Context: an optimization exercise on an open-source flow, tuned for small area. The choices shown serve that exercise and are no tape-out recipe. In this exercise RTL edits were held to simulation tests only and were not proved equivalent to the original.

== run 1 ==
Design ppmdec, start of the top module:
module ppmdec (
    input  wire        clk,
    input  wire        rst,
    input  wire        edge_valid,
    input  wire [15:0] edge_ts,
    input  wire        tick,
    input  wire        frame_ack,
    input  wire [7:0]  rd_idx,
    input  wire [63:0] ctl_in,
    output wire [15:0] rd_cap,
    output wire [15:0] rd_dif,
    output wire        rd_oob,
    output wire [31:0] status,
    output wire [7:0]  qual,
    output wire        failsafe,
    output wire        sig_ok,
    output wire        update_en,
    output wire        frame_ready,
    output wire [63:0] ctl_out,
    output reg  [2:0]  ev_class,
    output wire [15:0] ev_width
);
Size in the first run: ~380 flip-flops, roughly 250 I/O pins, about 19000 um2 of cells after synthesis.
export LEC_CHECK = 0
export ABC_AREA = 1
export CAP_MARGIN = 20
export CORE_MARGIN = 2
export CORE_UTILIZATION = 40
export CTS_BUF_LIST = sky130_fd_sc_hd__clkbuf_8
export PLACE_DENSITY = 0.6
export SLEW_MARGIN = 20
create_clock -name core_clock -period 30.0 [get_ports {clk}]
run.sh (not shown) runs the stock make flow with config.mk's settings and CLKGATE_MAP_FILE= SYNTH_SCRIPT=/design/flow/synth_recipe.tcl, a recipe that flattens the netlist after the stock synthesis.
Run 1 reached the end of the flow, and the finished layout is clean on the timing, design-rule and antenna checks.
For run 2, these inputs were changed with respect to run 1:
Settings: CTS_BUF_LIST changed from sky130_fd_sc_hd__clkbuf_8 to sky130_fd_sc_hd__clkbuf_4; CTS_CLUSTER_SIZE newly set to 30.
## What came out
In the tables for run 2 and run 1, first-pass GRT wire length reads lower with run 1.
Per the comparison of run 2 with run 1, final cell area excluding filler cells shows no meaningful change; wire length on met2 has increased; register clock-pin slew on the reported worst setup and hold paths saw little to no change.
Hold slack: run 2 vs run 1 down 34 ps
Taking run 1 as the reference, in run 2 area added between synthesis and finish lost 0.28 points, total via count in the routed design neither gained nor lost much, final wirelength neither gained nor lost much, utilization neither gained nor lost much.
Master of the slowest instance on the critical path: sky130_fd_sc_hd__clkdlybuf4s50_1 -> run 2, sky130_fd_sc_hd__a2111oi_0 -> run 1
Input-level comparison between run 3 and run 2:
Settings: CTS_BUF_LIST removed (was sky130_fd_sc_hd__clkbuf_4); CTS_CLUSTER_SIZE removed (was 30).
==> comparison <==
Between run 2 and run 3, the flow reports global-route wire length before repair decreasing slightly. Relative to run 2, total wire length after detailed routing has decreased by 1.1% in run 3. Delta (run 3 minus run 2): post-layout worst setup margin dropped 61 ps; non-filler instance count after layout dropped 93; count of clock buffers in the final design dropped 94. Relative to run 2, non-clock buffer instance count of the final layout has increased by about 0.36% in run 3. Met2 global-route usage: run 3 vs run 2, no meaningful difference. Re initial antenna violation count: run 3 is 1 down on run 2.

---

## job 9885
ppmdec, a different RTL version from the one above (not shown whole).
For scale: about 1000 cells after synthesis, roughly 250 I/O pins, ~16000 sq um of cells after synthesis.
==> flow/config.mk <==
export PLATFORM = sky130hd
export DESIGN_NAME = ppmdec
export DESIGN_NICKNAME = ppmdec
export VERILOG_FILES = /design/flow/design.v
export SDC_FILE = /design/flow/constraint.sdc
export NUM_CORES = 4
export LEC_CHECK = 0
export ABC_AREA = 0
export ABC_CLOCK_PERIOD_IN_PS = 30000
export CAP_MARGIN = 20
export CORE_MARGIN = 2
export CORE_UTILIZATION = 40
export PLACE_DENSITY = 0.6
export SLEW_MARGIN = 20
export SYNTH_HIERARCHICAL = 1
export SYNTH_MINIMUM_KEEP_SIZE = 0
==> flow/constraint.sdc <==
create_clock -name core_clock -period 30.0 [get_ports {clk}]
set_input_delay 6.0000 -clock core_clock [delete_from_list [all_inputs] [get_ports {clk}]]
set_output_delay 6.0000 -clock core_clock [all_outputs]
set_load 0.01 [all_outputs]
standard.sh (not shown) runs the stock make flow with config.mk's settings and CLKGATE_MAP_FILE= SYNTH_SCRIPT=/design/flow/synth_recipe.tcl, a recipe that flattens the netlist after the stock synthesis.
==> flow/flow/run.sh <==
#!/bin/bash
# Own layout flow: the standard ORFS flow (standard.sh) with three changes:
# - after synthesis, combinational cells are swapped to their smallest drive
#   strength (flow/downsize.tcl); later repair steps size up where needed;
# - the port buffers use the smallest buffer cell;
# - the clock tree is built from mid-size clock buffers in larger clusters,
#   without dummy loads.
set -euo pipefail
export POST_SYNTH_TCL="$(pwd)/flow/downsize.tcl"
export BUFFER_PORTS_ARGS="-buffer_cell sky130_fd_sc_hd__buf_1"
export CTS_ARGS="-sink_clustering_enable -repair_clock_nets -buf_list {sky130_fd_sc_hd__clkbuf_4 sky130_fd_sc_hd__clkbuf_8} -sink_clustering_size 12 -sink_clustering_max_diameter 100 -dont_use_dummy_load"
bash standard.sh finish > standard.log 2>&1
==> flow/flow/downsize.tcl <==
# Run after synthesis (POST_SYNTH_TCL): swap each combinational cell for the
# smallest-area cell of the same family (same name up to the drive-strength
# suffix, hence the same function and pins). Registers, buffers and clock
# cells are left as synthesis made them; later repair steps size up again
# wherever timing, slew or capacitance needs it.
set db [ord::get_db]
set block [ord::get_db_block]
set n 0
foreach inst [$block getInsts] {
  set master [$inst getMaster]
  set name [$master getName]
  if {![regexp {^(sky130_fd_sc_hd__[a-z0-9]+)_([0-9]+)$} $name -> base drive]} { continue }
  if {[regexp {^sky130_fd_sc_hd__(s?e?df|dl|conb|clk|buf|tap|fill|decap|lpflow)} $name]} { continue }
  set best $master
  set best_area [expr {[$master getWidth] * [$master getHeight]}]
  foreach d {0 1 2} {
    set m [$db findMaster "${base}_$d"]
    if {$m eq "NULL" || $m eq ""} { continue }
    set a [expr {[$m getWidth] * [$m getHeight]}]
    if {$a < $best_area} {
      set best $m
      set best_area $a
    }
  }
  if {$best ne $master} {
    $inst swapMaster $best
    incr n
  }
}
puts "downsize: swapped $n cells to a smaller drive strength"
Job 9885 finished every stage and its layout cleared the timing, design-rule and antenna checks.
The following lists how job 4281 was set up differently from job 9885:
-- flow/flow/run.sh --
<<< job 9885, line 9
export POST_SYNTH_TCL="$(pwd)/flow/downsize.tcl"
export BUFFER_PORTS_ARGS="-buffer_cell sky130_fd_sc_hd__buf_1"
export CTS_ARGS="-sink_clustering_enable -repair_clock_nets -buf_list {sky130_fd_sc_hd__clkbuf_4 sky130_fd_sc_hd__clkbuf_8} -sink_clustering_size 12 -sink_clustering_max_diameter 100 -dont_use_dummy_load"
bash standard.sh finish > standard.log 2>&1
>>> job 4281, line 9
export POST_SYNTH_TCL="$(pwd)/flow/downsize.tcl"
export BUFFER_PORTS_ARGS="-buffer_cell sky130_fd_sc_hd__buf_1"
export CTS_ARGS="-sink_clustering_enable -repair_clock_nets -buf_list sky130_fd_sc_hd__clkbuf_8 -sink_clustering_size 18 -sink_clustering_max_diameter 150 -dont_use_dummy_load"
bash standard.sh finish > standard.log 2>&1
Results
- Routed wire length shrinks slightly when moving from job 9885 to job 4281.
- Of job 4281 and job 9885, the higher minimum period implied by the final worst setup slack belongs to job 9885.
- [compare] base=job 9885 new=job 4281: layout cell share with drive strength beyond 1 shrank by 0.87 points; die area ~0 delta.
- Job 4281 vs job 9885: met1 usage up in job 4281
- Between job 9885 and job 4281, the flow reports final standard cell count with taps included and fillers excluded decreasing slightly.
- Portion of the layout cell area used by non-clock buffers across job 4281 and job 9885: no real change.
Changes in job 3625 relative to job 4281:
-- flow/flow/run.sh --
<<< job 4281, line 9
export POST_SYNTH_TCL="$(pwd)/flow/downsize.tcl"
export BUFFER_PORTS_ARGS="-buffer_cell sky130_fd_sc_hd__buf_1"
export CTS_ARGS="-sink_clustering_enable -repair_clock_nets -buf_list sky130_fd_sc_hd__clkbuf_8 -sink_clustering_size 18 -sink_clustering_max_diameter 150 -dont_use_dummy_load"
bash standard.sh finish > standard.log 2>&1
>>> job 3625, line 9
export POST_SYNTH_TCL="$(pwd)/flow/downsize.tcl"
export BUFFER_PORTS_ARGS="-buffer_cell sky130_fd_sc_hd__buf_1"
export CTS_ARGS="-sink_clustering_enable -repair_clock_nets -buf_list sky130_fd_sc_hd__clkbuf_8 -sink_clustering_size 16 -sink_clustering_max_diameter 150 -dont_use_dummy_load"
bash standard.sh finish > standard.log 2>&1
--- outcome ---
The global routing usage summed across all routing layers of job 3625 and that of job 4281 are within noise of each other.
Changes observed in job 3625 relative to job 4281: global-route wire length before repair has remained practically unchanged; post-layout minimum cycle time has increased; final setup violation count has remained practically unchanged.
The area growth from synthesis to final layout of job 3625 is higher than that of job 4281.
The inputs of job 2264 differ from those of job 3625 as listed below.
-- flow/flow/run.sh --
<<< job 3625, line 8
set -euo pipefail
export POST_SYNTH_TCL="$(pwd)/flow/downsize.tcl"
export BUFFER_PORTS_ARGS="-buffer_cell sky130_fd_sc_hd__buf_1"
export CTS_ARGS="-sink_clustering_enable -repair_clock_nets -buf_list sky130_fd_sc_hd__clkbuf_8 -sink_clustering_size 16 -sink_clustering_max_diameter 150 -dont_use_dummy_load"
>>> job 2264, line 8
set -euo pipefail
export POST_SYNTH_TCL="$(pwd)/flow/downsize.tcl"
export REMOVE_ABC_BUFFERS=1
export BUFFER_PORTS_ARGS="-buffer_cell sky130_fd_sc_hd__buf_1"
export CTS_ARGS="-sink_clustering_enable -repair_clock_nets -buf_list sky130_fd_sc_hd__clkbuf_8 -sink_clustering_size 16 -sink_clustering_max_diameter 150 -dont_use_dummy_load"
-- flow/config.mk --
<<< job 3625, line 11
export CORE_MARGIN = 2
export CORE_UTILIZATION = 40
export PLACE_DENSITY = 0.6
export SLEW_MARGIN = 20
>>> job 2264, line 11
export CORE_MARGIN = 2
export CORE_UTILIZATION = 40
export GPL_TIMING_DRIVEN = 0
export PLACE_DENSITY = 0.6
export SLEW_MARGIN = 20
Findings:
- Measured against each other, job 2264 and job 3625 differ in worst setup slack, the lower figure coming from job 2264.
- In job 2264, critical path depth is lower than in job 3625.
- Job 2264 -> job 3625: die width delta 0, exact match

## separate check: timing with driven ports
No port has a modelled driver above. Below, the same layouts with a new extraction and two added sets of constraints. Step 1 assumes that a clkbuf_16 drives the clock port and a buf_2 every other input. Step 2, shift: input delay + t, output delay - t, t = (earliest + latest rising clock arrival at the registers) / 2. This alone moves slack from input paths to output paths. Three values: no drivers, after step 1, after step 2; two values: the first two.
run	t, ns	setup WS [ns]	clock arrival spread, ns
run 1	0.655	5.961 / 5.909 / 5.909	0.038 / 0.038
run 2	0.830	6.067 / 6.017 / 6.017	0.060 / 0.060
run 3	0.601	6.006 / 5.954 / 5.954	0.020 / 0.019
job 9885	0.570	3.407 / 3.385 / 3.385	0.054 / 0.053
job 4281	0.593	3.504 / 3.482 / 3.482	0.074 / 0.074
job 3625	0.614	3.386 / 3.364 / 3.364	0.042 / 0.042
job 2264	0.619	2.926 / 2.903 / 2.903	0.030 / 0.030
After both steps every run listed still meets setup and hold.
